Context: an optimization exercise on an open-source flow, tuned for small area, a short achievable clock period and few clock cycles. The choices shown serve that exercise and are no tape-out recipe.

==> inputs of job 8622 <==
// fsk_f2s
module fsk_f2s (
    input  wire        clk,
    input  wire        rst,           
    input  wire        in_valid,
    output wire        in_ready,
    input  wire [63:0] in_num,
    input  wire [63:0] in_den,
    input  wire [31:0] in_tol,
    input  wire        in_gate_en,
    input  wire [31:0] in_gate_lo,
    input  wire [31:0] in_gate_hi,
    output reg         out_valid,
    output reg  [1:0]  out_status,
    output reg  [7:0]  out_code,
    output reg  [6:0]  out_index
);
  localparam [1:0] ST_FOUND    = 2'd0;
  localparam [1:0] ST_NOTFOUND = 2'd1;
  localparam [1:0] ST_ILLEGAL  = 2'd2;
  localparam [1:0] ST_GATED    = 2'd3;
  parameter [6:0] REG_AFTER = 7'b111_1111;
  reg        v0;
  reg [63:0] n0, d0;
  reg [31:0] t0, lo0, hi0;
  reg        ge0;
  reg        busy;            
  assign in_ready = ~(v0 & busy);
  wire accept  = in_valid & in_ready;
  wire proceed = v0 & ~busy;   
  function [5:0] lzc64(input [63:0] x);
    reg [31:0] a;
    reg [15:0] b;
    reg [7:0]  c;
    reg [3:0]  e;
    reg [1:0]  f;
    begin
      lzc64[5] = ~|x[63:32];
      a = lzc64[5] ? x[31:0] : x[63:32];
      lzc64[4] = ~|a[31:16];
      b = lzc64[4] ? a[15:0] : a[31:16];
      lzc64[3] = ~|b[15:8];
      c = lzc64[3] ? b[7:0] : b[15:8];
      lzc64[2] = ~|c[7:4];
      e = lzc64[2] ? c[3:0] : c[7:4];
      lzc64[1] = ~|e[3:2];
      f = lzc64[1] ? e[1:0] : e[3:2];
      lzc64[0] = ~f[1];
    end
  endfunction
  function [13:0] sat14(input [31:0] x);
    sat14 = (x[31:13] != 19'd0) ? 14'd8192 : {1'b0, x[12:0]};
  endfunction
  localparam MW = 50;
  localparam M_V = 0, M_FX = 1, M_FST = 2, M_SLOW = 4, M_PR = 5, M_GE = 7,
             M_LO = 8, M_HI = 22, M_T = 36;
  wire fast = d0 > {13'd0, n0[63:13]};
  wire sat  = d0 <= {39'd0, n0[63:39]};
  wire q26  = d0 > {26'd0, n0[63:26]};     
  wire slow = ~fast & ~sat;
  wire ill  = (d0 == 64'd0);
  wire gz   = ge0 & (n0 == 64'd0);
  wire inj_slow1 = proceed & slow;
  wire [5:0]   lz = lzc64(d0);
  wire [63:0]  dn = d0 << lz;
  ...
clock: 18.0 ns
lec_check: 0
cap_margin: 20
core_margin: 2
core_utilization: 40
slew_margin: 20
run.sh (not shown) runs the stock make flow with config.mk's settings and CLKGATE_MAP_FILE= SYNTH_SCRIPT=/design/flow/synth_recipe.tcl, a recipe that flattens the netlist after the stock synthesis.
==> inputs of job 2128, as changes to job 8622 <==
--- a/flow/design.v
+++ b/flow/design.v
@@ -34,17 +34,18 @@
   localparam [1:0] ST_ILLEGAL  = 2'd2;
   localparam [1:0] ST_GATED    = 2'd3;
   parameter [6:0] REG_AFTER = 7'b111_1111;
   reg        v0;
   reg [63:0] n0, d0;
   reg [31:0] t0, lo0, hi0;
   reg        ge0;
+  reg [5:0]  lz0;             
   reg        busy;            
-  assign in_ready = ~(v0 & busy);
-  wire accept  = in_valid & in_ready;
+  reg        rdy;             
+  assign in_ready = rdy;
   wire proceed = v0 & ~busy;   
   function [5:0] lzc64(input [63:0] x);
     reg [31:0] a;
     reg [15:0] b;
     reg [7:0]  c;
     reg [3:0]  e;
     reg [1:0]  f;
@@ -71,17 +72,16 @@
   wire fast = d0 > {13'd0, n0[63:13]};
   wire sat  = d0 <= {39'd0, n0[63:39]};
   wire q26  = d0 > {26'd0, n0[63:26]};     
   wire slow = ~fast & ~sat;
   wire ill  = (d0 == 64'd0);
   wire gz   = ge0 & (n0 == 64'd0);
   wire inj_slow1 = proceed & slow;
-  wire [5:0]   lz = lzc64(d0);
-  wire [63:0]  dn = d0 << lz;
-  wire [102:0] xw = {39'd0, n0} << lz;
+  wire [63:0]  dn = d0 << lz0;
+  wire [102:0] xw = {39'd0, n0} << lz0;
   wire [76:0]  xn = fast ? xw[76:0] : (q26 ? xw[89:13] : xw[102:26]);
   reg [MW-1:0] ma_in;
   always @(*) begin
     ma_in = {MW{1'b0}};
     ma_in[M_V]  = proceed;
     ma_in[M_GE] = ge0;
     ma_in[M_LO +: 14] = gz ? 14'd8192 : sat14(lo0);
@@ -119,26 +119,29 @@
   wire [13:0]   pm = p_w[0];
   wire [13:0]   nm = n_w[0];
   wire [MW-1:0] mm = m_w[0];
   wire mv    = mm[M_V];
   wire mslow = mm[M_SLOW];
   wire [1:0] mpr = mm[M_PR+1:M_PR];
   wire inj_rec = mv & mslow & (mpr != 2'd0);
+  wire [MW-1:0] mp = m_w[1];
+  reg rec_r;
+  always @(posedge clk) rec_r <= ~rst & mp[M_V] & mp[M_SLOW] & (mp[M_PR+1:M_PR] != 2'd0);
   reg [MW-1:0] m_st;
   always @(*) begin
     m_st = a_m;
     if (inj_rec) begin
       m_st = mm;
       m_st[M_PR +: 2] = mpr - 2'd1;
     end
   end
-  assign s_w[7] = inj_rec ? sm : {2'b00, a_s};
-  assign c_w[7] = inj_rec ? cm : 65'd0;
-  assign b_w[7] = inj_rec ? 14'd0 : a_b;
-  assign d_w[7] = inj_rec ? dm : a_d;
+  assign s_w[7] = rec_r ? sm : {2'b00, a_s};
+  assign c_w[7] = rec_r ? cm : 65'd0;
+  assign b_w[7] = rec_r ? 14'd0 : a_b;
+  assign d_w[7] = rec_r ? dm : a_d;
   assign p_w[7] = 14'd0;
   assign n_w[7] = 14'd0;
   assign m_w[7] = m_st;
   genvar j;
   generate
     for (j = 6; j >= 0; j = j - 1) begin : g_step
       wire [64:0] s = s_w[j+1];
@@ -207,14 +210,20 @@
         assign n_w[j] = nn;
         assign m_w[j] = m_w[j+1];
       end
     end
   endgenerate
   reg [29:0] acc;
   wire [14:0] pdig = {1'b0, pm} - {1'b0, nm};
+  reg  [14:0] pd_r;
+  reg         rec_d;
+  always @(posedge clk) begin
+    pd_r  <= pdig;
+    rec_d <= inj_rec;
+  end
   wire [65:0] wsum = {sm[64], sm} + {cm[64], cm};
   wire        wneg = wsum[64];
   wire        wz   = ((sm ^ cm) == {sm[63:0] | cm[63:0], 1'b0});
   wire [14:0] qlow = pdig - {14'd0, wneg};
   reg        f1_v, f1_fx, f1_ge, f1_rnz, s1_v;
   reg [1:0]  f1_fst;
   reg [14:0] f1_q;
@@ -255,36 +264,39 @@
     sc_v49   <= w_le0 ? 13'd0 : (w_big ? 13'd3400 : w49);
   end
   wire done_slow = sc_v;
   always @(posedge clk) begin
     if (rst) begin
       v0   <= 1'b0;
       busy <= 1'b0;
+      rdy  <= 1'b1;
     end else begin
-      if (in_ready) v0 <= in_valid;
+      if (rdy) v0 <= in_valid;
       if (inj_slow1) busy <= 1'b1;
       else if (done_slow) busy <= 1'b0;
+      rdy <= ~((rdy ? in_valid : v0) & (inj_slow1 | (busy & ~done_slow)));
     end
-    if (accept) begin
+    if (rdy) begin
       n0  <= in_num;
       d0  <= in_den;
       t0  <= in_tol;
       lo0 <= in_gate_lo;
       hi0 <= in_gate_hi;
       ge0 <= in_gate_en;
+      lz0 <= lzc64(in_den);
     end
     if (inj_slow1) begin
       lo_h  <= lo0;
       hi_h  <= hi0;
       t1k_h <= {1'b0, t0} + 33'd1000;
       ge_h  <= ge0;
       p3_h  <= ~q26;
       acc   <= 30'd0;
-    end else if (inj_rec) begin
-      acc <= {acc[15:0], 14'd0} + {{15{pdig[14]}}, pdig};
+    end else if (rec_d) begin
+      acc <= {acc[15:0], 14'd0} + {{15{pd_r[14]}}, pd_r};
     end
   end
   wire [13:0] q_f  = f1_q[13:0];    
   wire [13:0] qc_f = q_f + {13'd0, f1_rnz};
   wire gok_f = (q_f >= f1_lo) & (qc_f <= f1_hi);
   wire signed [14:0] v49_f = $signed({1'b0, qc_f}) - $signed({1'b0, f1_t}) - 15'sd951;
   wire signed [14:0] s_f   = $signed({1'b0, q_f})  + $signed({1'b0, f1_t}) - 15'sd1000;
@@ -316,15 +328,15 @@
     end
   endfunction
   wire        g_fx    = sc_v ? 1'b0 : f2_fx;
   wire        g_gated = sc_v ? sc_gated : f2_gated;
   wire [14:0] g_v49   = sc_v ? {2'b00, sc_v49} : f2_v49;
   wire [14:0] g_s     = sc_v ? 15'd3300 : f2_s;
   wire [6:0]  ia_raw  = div50(g_v49[11:0], d50_base[g_v49[11:6]], d50_t1[g_v49[11:6]]);
-  wire [6:0]  ib      = div50(g_s[11:0],   d50_base[g_s[11:6]],   d50_t1[g_s[11:6]]);
+  wire [6:0]  ib      = div50(f2_s[11:0],  d50_base[f2_s[11:6]],  d50_t1[f2_s[11:6]]);
   reg        f3_v, f3_fx, f3_gated, f3_vbig, f3_sbig, f3_sneg;
   reg [1:0]  f3_fst;
   reg [6:0]  f3_ia, f3_ib;
   always @(posedge clk) begin
     f3_v     <= rst ? 1'b0 : (f2_v | sc_v);
     f3_fx    <= g_fx;
     f3_fst   <= f2_fst;
==> inputs of job 3878, as changes to job 8622 <==
--- a/flow/design.v
+++ b/flow/design.v
@@ -29,15 +29,15 @@
     output reg  [7:0]  out_code,
     output reg  [6:0]  out_index
 );
   localparam [1:0] ST_FOUND    = 2'd0;
   localparam [1:0] ST_NOTFOUND = 2'd1;
   localparam [1:0] ST_ILLEGAL  = 2'd2;
   localparam [1:0] ST_GATED    = 2'd3;
-  parameter [6:0] REG_AFTER = 7'b111_1111;
+  parameter [6:0] REG_AFTER = 7'b101_0101;
   reg        v0;
   reg [63:0] n0, d0;
   reg [31:0] t0, lo0, hi0;
   reg        ge0;
   reg        busy;            
   assign in_ready = ~(v0 & busy);
   wire accept  = in_valid & in_ready;
==> inputs of job 586, as changes to job 8622 <==
--- a/flow/design.v
+++ b/flow/design.v
@@ -34,36 +34,44 @@
   localparam [1:0] ST_ILLEGAL  = 2'd2;
   localparam [1:0] ST_GATED    = 2'd3;
   parameter [6:0] REG_AFTER = 7'b111_1111;
   reg        v0;
   reg [63:0] n0, d0;
   reg [31:0] t0, lo0, hi0;
   reg        ge0;
+  reg [5:0]  lz0;             
   reg        busy;            
-  assign in_ready = ~(v0 & busy);
-  wire accept  = in_valid & in_ready;
+  reg        rdy;             
+  assign in_ready = rdy;
   wire proceed = v0 & ~busy;   
+  function [3:0] lzc8(input [7:0] x);
+    casez (x)
+      8'b1???????: lzc8 = 4'd0;
+      8'b01??????: lzc8 = 4'd1;
+      8'b001?????: lzc8 = 4'd2;
+      8'b0001????: lzc8 = 4'd3;
+      8'b00001???: lzc8 = 4'd4;
+      8'b000001??: lzc8 = 4'd5;
+      8'b0000001?: lzc8 = 4'd6;
+      8'b00000001: lzc8 = 4'd7;
+      default:     lzc8 = 4'd8;
+    endcase
+  endfunction
   function [5:0] lzc64(input [63:0] x);
-    reg [31:0] a;
-    reg [15:0] b;
-    reg [7:0]  c;
-    reg [3:0]  e;
-    reg [1:0]  f;
+    reg [7:0] nz;
+    reg [3:0] zb;
+    reg [2:0] lb [0:7];
+    integer k;
     begin
-      lzc64[5] = ~|x[63:32];
-      a = lzc64[5] ? x[31:0] : x[63:32];
-      lzc64[4] = ~|a[31:16];
-      b = lzc64[4] ? a[15:0] : a[31:16];
-      lzc64[3] = ~|b[15:8];
-      c = lzc64[3] ? b[7:0] : b[15:8];
-      lzc64[2] = ~|c[7:4];
-      e = lzc64[2] ? c[3:0] : c[7:4];
-      lzc64[1] = ~|e[3:2];
-      f = lzc64[1] ? e[1:0] : e[3:2];
-      lzc64[0] = ~f[1];
+      for (k = 0; k < 8; k = k + 1) begin
+        nz[k] = |x[8*k +: 8];
+        lb[k] = lzc8(x[8*k +: 8]);
+      end
+      zb = lzc8(nz);
+      lzc64 = {zb[2:0], lb[3'd7 - zb[2:0]]};
     end
   endfunction
   function [13:0] sat14(input [31:0] x);
     sat14 = (x[31:13] != 19'd0) ? 14'd8192 : {1'b0, x[12:0]};
   endfunction
   localparam MW = 50;
   localparam M_V = 0, M_FX = 1, M_FST = 2, M_SLOW = 4, M_PR = 5, M_GE = 7,
@@ -71,17 +79,16 @@
   wire fast = d0 > {13'd0, n0[63:13]};
   wire sat  = d0 <= {39'd0, n0[63:39]};
   wire q26  = d0 > {26'd0, n0[63:26]};     
   wire slow = ~fast & ~sat;
   wire ill  = (d0 == 64'd0);
   wire gz   = ge0 & (n0 == 64'd0);
   wire inj_slow1 = proceed & slow;
-  wire [5:0]   lz = lzc64(d0);
-  wire [63:0]  dn = d0 << lz;
-  wire [102:0] xw = {39'd0, n0} << lz;
+  wire [63:0]  dn = d0 << lz0;
+  wire [102:0] xw = {39'd0, n0} << lz0;
   wire [76:0]  xn = fast ? xw[76:0] : (q26 ? xw[89:13] : xw[102:26]);
   reg [MW-1:0] ma_in;
   always @(*) begin
     ma_in = {MW{1'b0}};
     ma_in[M_V]  = proceed;
     ma_in[M_GE] = ge0;
     ma_in[M_LO +: 14] = gz ? 14'd8192 : sat14(lo0);
@@ -119,53 +126,63 @@
   wire [13:0]   pm = p_w[0];
   wire [13:0]   nm = n_w[0];
   wire [MW-1:0] mm = m_w[0];
   wire mv    = mm[M_V];
   wire mslow = mm[M_SLOW];
   wire [1:0] mpr = mm[M_PR+1:M_PR];
   wire inj_rec = mv & mslow & (mpr != 2'd0);
+  wire [MW-1:0] mp = m_w[1];
+  reg rec_r;
+  always @(posedge clk) rec_r <= ~rst & mp[M_V] & mp[M_SLOW] & (mp[M_PR+1:M_PR] != 2'd0);
   reg [MW-1:0] m_st;
   always @(*) begin
     m_st = a_m;
     if (inj_rec) begin
       m_st = mm;
       m_st[M_PR +: 2] = mpr - 2'd1;
     end
   end
-  assign s_w[7] = inj_rec ? sm : {2'b00, a_s};
-  assign c_w[7] = inj_rec ? cm : 65'd0;
-  assign b_w[7] = inj_rec ? 14'd0 : a_b;
-  assign d_w[7] = inj_rec ? dm : a_d;
+  assign s_w[7] = rec_r ? sm : {2'b00, a_s};
+  assign c_w[7] = rec_r ? cm : 65'd0;
+  assign b_w[7] = rec_r ? 14'd0 : a_b;
+  assign d_w[7] = rec_r ? dm : a_d;
   assign p_w[7] = 14'd0;
   assign n_w[7] = 14'd0;
   assign m_w[7] = m_st;
   genvar j;
   generate
     for (j = 6; j >= 0; j = j - 1) begin : g_step
       wire [64:0] s = s_w[j+1];
       wire [64:0] c = c_w[j+1];
       wire [63:0] d = d_w[j+1];
       wire [66:0] a  = {s, b_w[j+1][2*j+1:2*j]};
       wire [66:0] bb = {c, 2'b00};
-      wire [6:0] e = a[66:60] + bb[66:60];
+      wire [6:0] at, bt;
+      if (j == 6) begin : g_top6
+        assign at = rec_r ? sm[64:58] : {2'b00, a_s[62:58]};
+        assign bt = rec_r ? cm[64:58] : 7'd0;
+      end else begin : g_top
+        assign at = a[66:60];
+        assign bt = bb[66:60];
+      end
       wire [2:0] di = d[62:60];
       reg signed [6:0] m2, m1, m0, mn;
       always @(*) begin
         case (di)
           3'd0: begin m2 = 7'sd12; m1 = 7'sd3; m0 = -7'sd5;  mn = -7'sd13; end
           3'd1: begin m2 = 7'sd14; m1 = 7'sd4; m0 = -7'sd6;  mn = -7'sd15; end
           3'd2: begin m2 = 7'sd15; m1 = 7'sd4; m0 = -7'sd6;  mn = -7'sd16; end
           3'd3: begin m2 = 7'sd16; m1 = 7'sd4; m0 = -7'sd7;  mn = -7'sd18; end
           3'd4: begin m2 = 7'sd18; m1 = 7'sd5; m0 = -7'sd8;  mn = -7'sd20; end
           3'd5: begin m2 = 7'sd19; m1 = 7'sd5; m0 = -7'sd8;  mn = -7'sd21; end
           3'd6: begin m2 = 7'sd20; m1 = 7'sd5; m0 = -7'sd9;  mn = -7'sd23; end
           default: begin m2 = 7'sd22; m1 = 7'sd6; m0 = -7'sd10; mn = -7'sd25; end
         endcase
       end
-      wire signed [6:0] es = e;
+      wire signed [6:0] es = at + bt;    
       wire ge2 = es >= m2;
       wire ge1 = es >= m1;
       wire ge0_ = es >= m0;
       wire gen = es >= mn;
       wire qpos = ge1;                  
       wire qneg = ~ge0_;                
       wire mag2 = ge2 | ~gen;           
@@ -207,14 +224,20 @@
         assign n_w[j] = nn;
         assign m_w[j] = m_w[j+1];
       end
     end
   endgenerate
   reg [29:0] acc;
   wire [14:0] pdig = {1'b0, pm} - {1'b0, nm};
+  reg  [14:0] pd_r;
+  reg         rec_d;
+  always @(posedge clk) begin
+    pd_r  <= pdig;
+    rec_d <= inj_rec;
+  end
   wire [65:0] wsum = {sm[64], sm} + {cm[64], cm};
   wire        wneg = wsum[64];
   wire        wz   = ((sm ^ cm) == {sm[63:0] | cm[63:0], 1'b0});
   wire [14:0] qlow = pdig - {14'd0, wneg};
   reg        f1_v, f1_fx, f1_ge, f1_rnz, s1_v;
   reg [1:0]  f1_fst;
   reg [14:0] f1_q;
@@ -255,36 +278,39 @@
     sc_v49   <= w_le0 ? 13'd0 : (w_big ? 13'd3400 : w49);
   end
   wire done_slow = sc_v;
   always @(posedge clk) begin
     if (rst) begin
       v0   <= 1'b0;
       busy <= 1'b0;
+      rdy  <= 1'b1;
     end else begin
-      if (in_ready) v0 <= in_valid;
+      if (~(v0 & busy)) v0 <= in_valid;
       if (inj_slow1) busy <= 1'b1;
       else if (done_slow) busy <= 1'b0;
+      rdy <= ~((~(v0 & busy) ? in_valid : v0) & (inj_slow1 | (busy & ~done_slow)));
     end
-    if (accept) begin
+    if (~(v0 & busy)) begin
       n0  <= in_num;
       d0  <= in_den;
       t0  <= in_tol;
       lo0 <= in_gate_lo;
       hi0 <= in_gate_hi;
       ge0 <= in_gate_en;
+      lz0 <= lzc64(in_den);
     end
     if (inj_slow1) begin
       lo_h  <= lo0;
       hi_h  <= hi0;
       t1k_h <= {1'b0, t0} + 33'd1000;
       ge_h  <= ge0;
       p3_h  <= ~q26;
       acc   <= 30'd0;
-    end else if (inj_rec) begin
-      acc <= {acc[15:0], 14'd0} + {{15{pdig[14]}}, pdig};
+    end else if (rec_d) begin
+      acc <= {acc[15:0], 14'd0} + {{15{pd_r[14]}}, pd_r};
     end
   end
   wire [13:0] q_f  = f1_q[13:0];    
   wire [13:0] qc_f = q_f + {13'd0, f1_rnz};
   wire gok_f = (q_f >= f1_lo) & (qc_f <= f1_hi);
   wire signed [14:0] v49_f = $signed({1'b0, qc_f}) - $signed({1'b0, f1_t}) - 15'sd951;
   wire signed [14:0] s_f   = $signed({1'b0, q_f})  + $signed({1'b0, f1_t}) - 15'sd1000;
@@ -315,30 +341,36 @@
       div50 = base + {6'd0, {1'b0, x[5:0]} >= t1} + {6'd0, {2'b00, x[5:0]} >= t2};
     end
   endfunction
   wire        g_fx    = sc_v ? 1'b0 : f2_fx;
   wire        g_gated = sc_v ? sc_gated : f2_gated;
   wire [14:0] g_v49   = sc_v ? {2'b00, sc_v49} : f2_v49;
   wire [14:0] g_s     = sc_v ? 15'd3300 : f2_s;
-  wire [6:0]  ia_raw  = div50(g_v49[11:0], d50_base[g_v49[11:6]], d50_t1[g_v49[11:6]]);
-  wire [6:0]  ib      = div50(g_s[11:0],   d50_base[g_s[11:6]],   d50_t1[g_s[11:6]]);
-  reg        f3_v, f3_fx, f3_gated, f3_vbig, f3_sbig, f3_sneg;
+  reg        f3_v, f3_fx, f3_gated, f3_vbig, f3_sbig, f3_sneg, f3_vle0;
   reg [1:0]  f3_fst;
-  reg [6:0]  f3_ia, f3_ib;
+  reg [5:0]  f3_vl, f3_sl;
+  reg [6:0]  f3_vb, f3_vt, f3_sb, f3_st;
   always @(posedge clk) begin
     f3_v     <= rst ? 1'b0 : (f2_v | sc_v);
     f3_fx    <= g_fx;
     f3_fst   <= f2_fst;
     f3_gated <= g_gated;
     f3_vbig  <= $signed(g_v49) > 15'sd3349;
+    f3_vle0  <= $signed(g_v49) <= 15'sd49;
     f3_sbig  <= $signed(g_s) >= 15'sd3300;
     f3_sneg  <= g_s[14];
-    f3_ia    <= ($signed(g_v49) <= 15'sd49) ? 7'd0 : ia_raw;
-    f3_ib    <= ib;
+    f3_vl    <= g_v49[5:0];
+    f3_vb    <= d50_base[g_v49[11:6]];
+    f3_vt    <= d50_t1[g_v49[11:6]];
+    f3_sl    <= f2_s[5:0];
+    f3_sb    <= d50_base[f2_s[11:6]];
+    f3_st    <= d50_t1[f2_s[11:6]];
   end
+  wire [6:0] f3_ia = f3_vle0 ? 7'd0 : div50({6'd0, f3_vl}, f3_vb, f3_vt);
+  wire [6:0] f3_ib = div50({6'd0, f3_sl}, f3_sb, f3_st);
   wire found = ~f3_vbig & (f3_sbig | (~f3_sneg & (f3_ia <= f3_ib)));
   wire [12:0] tbl_freq;
   wire [7:0]  tbl_code;
   fsk_freq_table u_table (
       .idx      (f3_ia),
       .tbl_freq (tbl_freq),
       .tbl_code (tbl_code)
==> flow/config.mk (replaced) <==
export PLATFORM = sky130hd
export DESIGN_NAME = fsk_f2s
export DESIGN_NICKNAME = fsk_f2s
export VERILOG_FILES = /design/flow/design.v
export SDC_FILE = /design/flow/constraint.sdc
export NUM_CORES = 4
export LEC_CHECK = 0
export CAP_MARGIN = 20
export CORE_MARGIN = 2
export CORE_UTILIZATION = 60
export PLACE_DENSITY = 0.7
export SLEW_MARGIN = 20
==> comparison <==
The highest via count belongs to job 586, the lowest to job 3878.
The highest register-to-register slack belongs to job 586, the lowest to job 3878.
Between job 8622 and job 2128, the lower worst hold slack is in job 8622 (gap 0.53 ps).
Maximum frequency: job 586 > job 2128 > job 8622 > job 3878.
The highest first-iteration DRC count belongs to job 586, the lowest to job 2128.
Critical path depth: job 8622 is higher than job 2128 (5).
==> figures <==
	job 2128	job 3878	job 586	job 8622
Utilization of the core after routing	0.457	0.454	0.675	0.456
Hold Slack	283 ps	255 ps	250 ps	283 ps
Final net count	13,197	11,013	13,310	13,100
Endpoint of the worst register-to-register path	g_step[6].g_reg.s_q[31]	g_step[4].g_reg.s_q[35]	g_step[6].g_reg.s_q[35]	a_s[27]
Die X	548 um	496 um	451 um	546 um
Chip Height	548 um	496 um	451 um	546 um
Slew at the pin closest to its max-slew limit	1100 ps	1180 ps	1280 ps	1200 ps
Synthesized area per cell	10.2 um2	10.1 um2	10.2 um2	10.2 um2
First-pass GRT wire length	527,000 um	495,000 um	512,000 um	556,000 um
Result of the run	timing/DRC/antenna clean	timing/DRC/antenna clean	timing/DRC/antenna clean	timing/DRC/antenna clean
Die Outline Area	300,000 um2	246,000 um2	203,000 um2	298,000 um2
Multi-input combinational gate total	6,385	6,527	6,465	6,265
Number of synthesized register bits	2,627	1,805	2,650	2,603
Ant diodes	6	5	5	7
Number of buffers outside the clock class in the layout	339	359	327	364
Cell with the most instances on the worst path	sky130_fd_sc_hd__a21oi_1	sky130_fd_sc_hd__fa_1	-	sky130_fd_sc_hd__buf_4
No functional check of the RTL was part of any run of this note.

## re-timing with driven ports
The flow's constraints put no driver on any port. The routed layouts listed below were extracted and timed again, unchanged, in two steps.
Step 1: set_driving_cell puts a clkbuf_16 on clk and a buf_2 on each other input, an assumption about the parent block.
Step 2 moves the port delays by t, midway between the first and last clock arrival at a register: inputs arrive t later, outputs are due t later. That takes back most of the time a late clock gives input paths.
Slacks: ideal ports / drivers / drivers and shift; pairs: ideal ports / drivers.
| run | t, ns | setup WS [ns] | worst setup path at the end | worst register clock-pin slew, ns |
|---|---|---|---|---|
| job 8622 | 0.963 | 9.373 / 9.373 / 9.373 | register to register | 0.07 / 0.07 |
| job 2128 | 0.974 | 10.922 / 11.003 / 10.030 | input to register | 0.07 / 0.07 |
| job 3878 | 0.919 | 8.251 / 8.251 / 8.251 | register to register | 0.07 / 0.07 |
| job 586 | 0.998 | 11.939 / 11.939 / 11.367 | input to register | 0.07 / 0.07 |
After both steps every run listed still meets setup and hold. The setup slack of job 2128, which loses most, moves by +0.081 ns with the drivers and by -0.892 ns with both steps.
